Context: an optimization exercise on an open-source flow, tuned for small area, a short achievable clock period and few clock cycles. The choices shown serve that exercise and are no tape-out recipe. In this exercise RTL edits were held to simulation tests only and were not proved equivalent to the original. Power figures rest on the tool's default switching activity, not on a simulated workload.

===== config.mk =====
export PLATFORM = sky130hd
export DESIGN_NAME = patch_encoder
export DESIGN_NICKNAME = patch_encoder
export VERILOG_FILES = /design/flow/design.v
export SDC_FILE = /design/flow/constraint.sdc
export NUM_CORES = 4
export LEC_CHECK = 0
export CAP_MARGIN = 20
export CORE_MARGIN = 2
export CORE_UTILIZATION = 40
export SLEW_MARGIN = 20

===== run.sh =====
#!/bin/bash
# synth_recipe.tcl (not shown) runs the flow's synth.tcl, then flattens the netlist and writes it again
# the make line also repeats each setting of config.mk as NAME=value (left out here)
make -C /OpenROAD-flow-scripts/flow DESIGN_CONFIG=/design/flow/config.mk WORK_HOME=/design/flow/orfs CLKGATE_MAP_FILE= SYNTH_SCRIPT=/design/flow/synth_recipe.tcl finish

===== constraint.sdc =====
create_clock -name core_clock -period 6.5 [get_ports {clk}]
set_input_delay 1.3000 -clock core_clock [delete_from_list [all_inputs] [get_ports {clk}]]
set_output_delay 1.3000 -clock core_clock [all_outputs]
set_load 0.01 [all_outputs]

===== design.v =====
module patch_encoder (
    input             clk,
    input             rst,
    input             large_patch,
    input             in_valid,
    output            in_ready,
    input      [1:0]  in_kind,
    input      [31:0] in_coef,
    input      [15:0] in_stride,
    input      [7:0]  in_patch_size,
    input      [7:0]  in_layer_type,
    input      [7:0]  in_quant_wbits,
    input      [31:0] in_dc_offset,
    input      [15:0] in_range,
    input      [31:0] in_patch_ids,
    input      [15:0] in_postquant,
    output reg        out_valid,
    input             out_ready,
    output reg [7:0]  out_data,
    output reg        out_last
);
    localparam [1:0] C_GH = 2'd0, C_PH = 2'd1, C_COEF = 2'd2, C_END = 2'd3;
    localparam [7:0] END_OF_PATCHES = 8'h61;
    localparam       MAX_N = 64;
    localparam [3:0] S_CMD  = 4'd0,    
                     S_CIN  = 4'd1,    
                     S_H0   = 4'd2,    
                     S_H1   = 4'd3,    
                     S_H2   = 4'd4,    
                     S_H3   = 4'd5,    
                     S_C    = 4'd6,    
                     S_CM   = 4'd7,    
                     S_FL   = 4'd8,    
                     S_SEND = 4'd9;    
    reg [3:0]  state, ret;
    reg [31:0] mem [0:MAX_N-1];
    reg [7:0]  psize;
    reg [7:0]  q_in;
    reg [31:0] dc;
    reg [15:0] rng;
    reg [31:0] ids;
    reg [15:0] cutoff;
    reg [6:0]  cnt;           
    reg [6:0]  i0;            
    reg [6:0]  ci;            
    reg [4:0]  wrun;          
    reg [31:0] f_val;
    reg [5:0]  f_n;
    reg [5:0]  f_k;
    reg        ending;
    reg [7:0]  acc;
    reg [2:0]  acc_bits;
    wire [15:0] n_coefs = psize * psize;
    assign in_ready = (state == S_CMD) || (state == S_CIN);
    wire in_fire = in_valid && in_ready;
    wire [4:0]  base = {1'b0, q_in[3:0]} + 5'd2;
    wire [4:0]  minw = base >> 1;
    wire [4:0]  maxw = base + 5'd5;
    wire [31:0] in_abs = in_coef[31] ? (32'd0 - in_coef) : in_coef;
    reg  [4:0]  in_h;
    reg         in_hit;
    integer j;
    always @(*) begin
        in_h   = 5'd0;
        in_hit = 1'b0;
        for (j = 0; j < 23; j = j + 1) begin
            if (in_abs[j] && j >= minw && j <= maxw) begin
                in_h   = j;
                in_hit = 1'b1;
            end
        end
    end
    wire [4:0]  wbits   = wrun + 5'd1;
    wire [31:0] cv      = mem[ci[5:0]];
    wire [31:0] cv_abs  = cv[31] ? (32'd0 - cv) : cv;
    wire        clamp   = (cv_abs >> wbits) != 32'd0;
    wire [31:0] cv_mag  = clamp ? 32'd0 : cv_abs;
    wire [7:0]  q_out   = {q_in[7:4], wbits[3:0] - 4'd2};
    wire [2:0]  f_c      = f_k[5:3];
    wire [2:0]  f_last_c = (f_n - 6'd1) >> 3;
    wire [3:0]  f_d      = (f_c == f_last_c) ? (f_n - {f_c, 3'b000}) : 4'd8;
    wire [5:0]  f_idx    = {f_c, 3'b000} + f_d - 6'd1 - f_k[2:0];
    wire        f_bit    = f_val[f_idx];
    wire        f_done   = (f_k + 6'd1 == f_n);
    wire        slot_free = !out_valid || out_ready;
    wire        send_ok  = (acc_bits != 3'd7) || slot_free;
    task load(input [31:0] v, input [5:0] n, input [3:0] r);
        begin
            f_val <= v;
            f_n   <= n;
            f_k   <= 6'd0;
            ret   <= r;
            state <= S_SEND;
        end
    endtask
    always @(posedge clk) begin
        if (rst) begin
            state     <= S_CMD;
            ret       <= S_CMD;
            acc       <= 8'd0;
            acc_bits  <= 3'd0;
            out_valid <= 1'b0;
            out_last  <= 1'b0;
            ending    <= 1'b0;
            psize     <= 8'd0;
            cnt       <= 7'd0;
            ci        <= 7'd0;
            i0        <= 7'd0;
            wrun      <= 5'd0;
        end else begin
            if (out_valid && out_ready) out_valid <= 1'b0;
            case (state)
                S_CMD: if (in_valid) begin
                    case (in_kind)
                        C_GH: begin
                            psize <= in_patch_size;
                            load({in_layer_type, in_patch_size, in_stride}, 6'd32, S_CMD);
                        end
                        C_PH: begin
                            q_in   <= in_quant_wbits;
                            dc     <= in_dc_offset;
                            rng    <= in_range;
                            ids    <= in_patch_ids;
                            cutoff <= n_coefs - in_postquant;
                            cnt    <= 7'd0;
                            i0     <= 7'd0;
                            wrun   <= ({1'b0, in_quant_wbits[3:0]} + 5'd2) >> 1;
                            state  <= (n_coefs == 16'd0) ? S_H0 : S_CIN;
                        end
                        C_END: begin
                            ending <= 1'b1;
                            load({24'd0, END_OF_PATCHES}, 6'd8, S_FL);
                        end
                        default: ;    
                    endcase
                end
                S_CIN: if (in_valid) begin
                    mem[cnt[5:0]] <= in_coef;
                    if (in_hit && in_h > wrun) wrun <= in_h;
                    if (in_coef != 32'd0 && {9'd0, cnt} < cutoff) i0 <= cnt + 7'd1;
                    cnt <= cnt + 7'd1;
                    if ({9'd0, cnt} + 16'd1 == n_coefs) state <= S_H0;
                end
                S_H0: load({24'd0, q_out}, 6'd8, S_H1);
                S_H1: load(dc, 6'd32, S_H2);
                S_H2: load({16'd0, rng}, 6'd16, S_H3);
                S_H3: begin
                    ci <= 7'd0;
                    load(ids, large_patch ? 6'd32 : 6'd10, S_C);
                end
                S_C: begin
                    if (ci < i0) begin
                        if (cv == 32'd0) begin
                            ci <= ci + 7'd1;
                            load(32'd0, 6'd1, S_C);                
                        end else begin
                            load({29'd0, 2'b11, cv[31]}, 6'd3, S_CM);  
                        end
                    end else if ({9'd0, i0} < n_coefs) begin
                        load(32'd2, 6'd2, S_CMD);                 
                    end else begin
                        state <= S_CMD;
                    end
                end
                S_CM: begin
                    ci <= ci + 7'd1;
                    load(cv_mag, {1'b0, wbits}, S_C);
                end
                S_FL: begin
                    if (acc_bits == 3'd0) begin
                        ending <= 1'b0;
                        state  <= S_CMD;
                    end else if (slot_free) begin
                        out_valid <= 1'b1;
                        out_data  <= acc << (4'd8 - {1'b0, acc_bits});
                        out_last  <= 1'b1;
                        acc       <= 8'd0;
                        acc_bits  <= 3'd0;
                        ending    <= 1'b0;
                        state     <= S_CMD;
                    end
                end
                S_SEND: if (send_ok) begin
                    if (acc_bits == 3'd7) begin
                        out_valid <= 1'b1;
                        out_data  <= {acc[6:0], f_bit};
                        out_last  <= ending && f_done;
                        acc       <= 8'd0;
                        acc_bits  <= 3'd0;
                    end else begin
                        acc      <= {acc[6:0], f_bit};
                        acc_bits <= acc_bits + 3'd1;
                    end
                    f_k <= f_k + 6'd1;
                    if (f_done) state <= ret;
                end
                default: state <= S_CMD;
            endcase
        end
    end
endmodule

==> notes.md <==
cell families (layout without fill, tap and decap cells):
| logic type | after synthesis | after routing | synth area share, % |
|---|---|---|---|
| xor+xnor | 119 | 119 | 1.10 |
| fa+ha+maj | 122 | 122 | 1.81 |
| buf+inv | 442 | 1168 | 2.43 |
| compound gates | 830 | 830 | 6.09 |
| simple gates | 989 | 990 | 5.27 |
| flops | 2266 | 2266 | 70.9 |
| other cells | 0 | 6 | 0 |
| mux | 836 | 836 | 12.4 |
worst paths after layout:
path,to,cells after the start
worst min register to register,state[2]$_SDFFE_PP0P_,1
worst max register to register,f_val[2]$_DFFE_PP_,21
worst max-delay path,f_val[2]$_DFFE_PP_,21
worst min-delay path,state[2]$_SDFFE_PP0P_,1
registers in the layout, summed over array words and instances, names as in the netlist, named ones only:
register / flops
ids: 32
cnt: 7
out_data: 8
psize: 8
ci: 7
cutoff: 16
mem: 2048
i0: 7
f_k: 6
rng: 16
state: 4
out_last: 1
acc_bits: 3
f_val: 32
acc: 8
ending: 1
dc: 32
out_valid: 1
f_n: 6
ret: 4
q_in: 8
wrun: 5
synthesized netlist by cell type, types with 42 or more instances:
cell	number	area share, %
nand2_1	206	0.81
inv_1	134	0.53
clkbuf_1	115	0.45
a21oi_1	127	0.67
xor2_1	42	0.39
ha_1	96	1.3
nand3_1	165	0.87
xnor2_1	77	0.71
nor3_1	71	0.37
dfxtp_1	62	1.3
a22oi_1	253	2.0
buf_4	48	0.38
buf_6	45	0.53
nor2_1	247	0.98
edfxtp_1	2204	70
mux2i_1	543	5.7
mux4_2	266	6.3
o21ai_0	95	0.50
nand4_1	45	0.30
buf_2	64	0.34
metal layers:
layer	share of wire, %	vias to the layer above	global-route usage (%)
li1	-	23600	-
met1	40	29800	34.4
met2	46	3077	38.0
met3	11	510	5.77
met4	3.4	8	7.52
met5	0.019	-	0
cell type report:
type | count | area share, %
Antenna cell | 6 | 0.0136
Clock buffer | 268 | 5.27
Clock inverter | 141 | 1.28
Inverter | 139 | 0.471
Multi-Input combinational cell | 2897 | 23.4
Sequential cell | 2266 | 60.9
Tap cell | 3150 | 3.56
Timing Repair Buffer | 620 | 5.09
what timing repair did:
action / CTS / global route
endpoints found under the setup margin: 0 / 69
endpoints found under the hold margin: 0 / 0
setup buffers: 0 / 7
resized for setup: 0 / 3
power by group:
group	internal, mW	total (mW)	switching (mW)
sequential	16.2	16.3	0.0890
clock	7.24	12.9	5.66
combinational	0.600	1.70	1.10
metrics by stage:
step,total power [mW],util (%),setup TNS [ns],worst slack (ns),cells
2_1_floorplan,17.4,-,0,0.362,5604
4_1_cts,30.9,46.9,0,0.161,9473
3_3_place_gp,18.2,43.8,-0.0217,-0.0217,9062
5_1_grt,31.7,46.9,0,0.0126,9481
3_5_place_dp,18.2,43.8,0,0.0898,9064
6_report,30.9,46.9,0,0.230,9487
==> impl_metrics.json <==
{
  "status": "complete, no violations",
  "wire_per_inst_um": 31.9,
  "multi_input_area_um2": 25900,
  "syn_to_final_growth_pct": 16.5,
  "wl_um": 303000,
  "vias_per_cell": 6.00,
  "end_kind": "flop",
  "cts_hold_buf": 0,
  "postSynth.asyncResetShare_pct": 0,
  "syn_area_um2": 95100,
  "vias": 56900,
  "fp.dieH_um": 491,
  "crit_path_cell_trace": "nand2b_1 > o22ai_1 > o21ai_0 > nand4_1 > nor2_1 > buf_4 > ha_1 > and3_1 > nand4_1 > buf_4 > nor4_1 > mux2_2 > a211oi_1 > buf_4 > a32oi_1 > and2_1 > o31ai_1 > and3_1 > nand4_2 > buf_4 > o221ai_2",
  "cpMaxStageDelayCell": "dfxtp_4",
  "drc": 0,
  "power_density_nw_per_um2": 279,
  "gr-total-overflow": 0,
  "period_minus_slack_ns": 6.27,
  "floorplan.initialDensity_pct": 40.3,
  "layout_common_cells": "2,204 x edfxtp_1, 543 x mux2i_1, 381 x buf_4",
  "tightestPinTransition_ns": 1.18,
  "finalSetupViolations": 0,
  "htreeDepth": 4,
  "cts_sinks": 2266,
  "dpl-instance-area_um2": 103000,
  "ios": 186,
  "grt_pass1_vias": 54900,
  "yosysSeqAreaShare_pct": 70.9,
  "cts_root_buffer": "clkbuf_16",
  "syn_nets": 5901,
  "cap_viol_max_count": 0,
  "nets": 6443,
  "required_ns": 7.20,
  "die_area_um2": 242000,
  "synth_edf_count": 2204,
  "r2r_slack_ns": 0.23,
  "final_common_cell": "edfxtp_1",
  "maxSlewViolCount": 0,
  "irDropWorstVdd_mv": 0.302,
  "grt_max_degree": 71,
  "path_class": "flop to flop",
  "clk_latency_ns": 0.90,
  "post_route_cells_drive_above_1_share_pct": 19.1,
  "core_um2": 236000,
  "min_from": "ret[2]$_SDFFE_PP0P_",
  "avgSynthCellArea_um2": 17.0,
  "rows": 178,
  "start_kind": "flop",
  "hold_path.class": "flop to flop",
  "synthCells": 5604,
  "gp_congestion": 0.862,
  "cp_num_buf_inv": 4,
  "hpwl_um": 193000,
  "drt_iter0_drc": 7864,
  "cts_tree": "built",
  "grtUsageTotal_pct": 24.5,
  "crit_family": "simple AND/OR/NAND/NOR gates",
  "cts-buffers-inserted": 222,
  "cp_max_fo": 28,
  "yosysWarnings": 1,
  "netlist-cell-type-count": 104,
  "slowest_delay_ns": 0.76,
  "hold_viol": 0,
  "num-fill-cells": 19800,
  "crit_top_cell": "buf_4",
  "fmax_mhz": 159,
  "portBuffers": 185,
  "clock_path_buffers": 3,
  "clock_skew_ns": 0.0536,
  "rsz0062_at_grt": "false",
  "crit_arrival_ns": 6.97,
  "final_area_um2": 111000,
  "maxSlewHeadroom_pct": 21.4,
  "fin_crit_sh_pct": 96.5,
  "ys.flop_type": "edfxtp_1",
  "grt_pass1_wl_um": 422000,
  "regArea_um2": 67400,
  "antenna_found_initial": 10,
  "drtPass1Iterations": 6,
  "synth.ff_latch_count": 2266,
  "die_x_um": 491,
  "clk_pin_slew_ns": 0.06,
  "p_leak_nw": 34.8,
  "fin_hold_ws_ns": 0.494,
  "drtAntennaViolNets": 0
}
Testbench counts, summed over its fixed seeds: cycles 105,380.

## static timing again, ports no longer ideal
Ports are ideal in the flow. The routed layout listed here was re-timed in OpenROAD. Step 1 assumes that a clkbuf_16 drives the clock port and a buf_2 every other input. Step 2 also shifts input and output timing later by t, the mid clock arrival at the registers, as if the neighbouring blocks saw the same clock. Three values: no drivers, after step 1, after step 2; two values: the first two.
shift t [ns]: 0.968
slack for setup (ns): 0.230 / 0.230 / -0.070
hold slack, ns: 0.494 / 0.494 / 0.494
latest minus earliest clock arrival (ns): 0.071 / 0.071
cell pins on the clock port's net: 1
Met with ideal ports but missed after step 2: setup timing in this run. For this run, drivers alone change the setup slack by 0.000 ns; drivers and shift together by -0.300 ns.
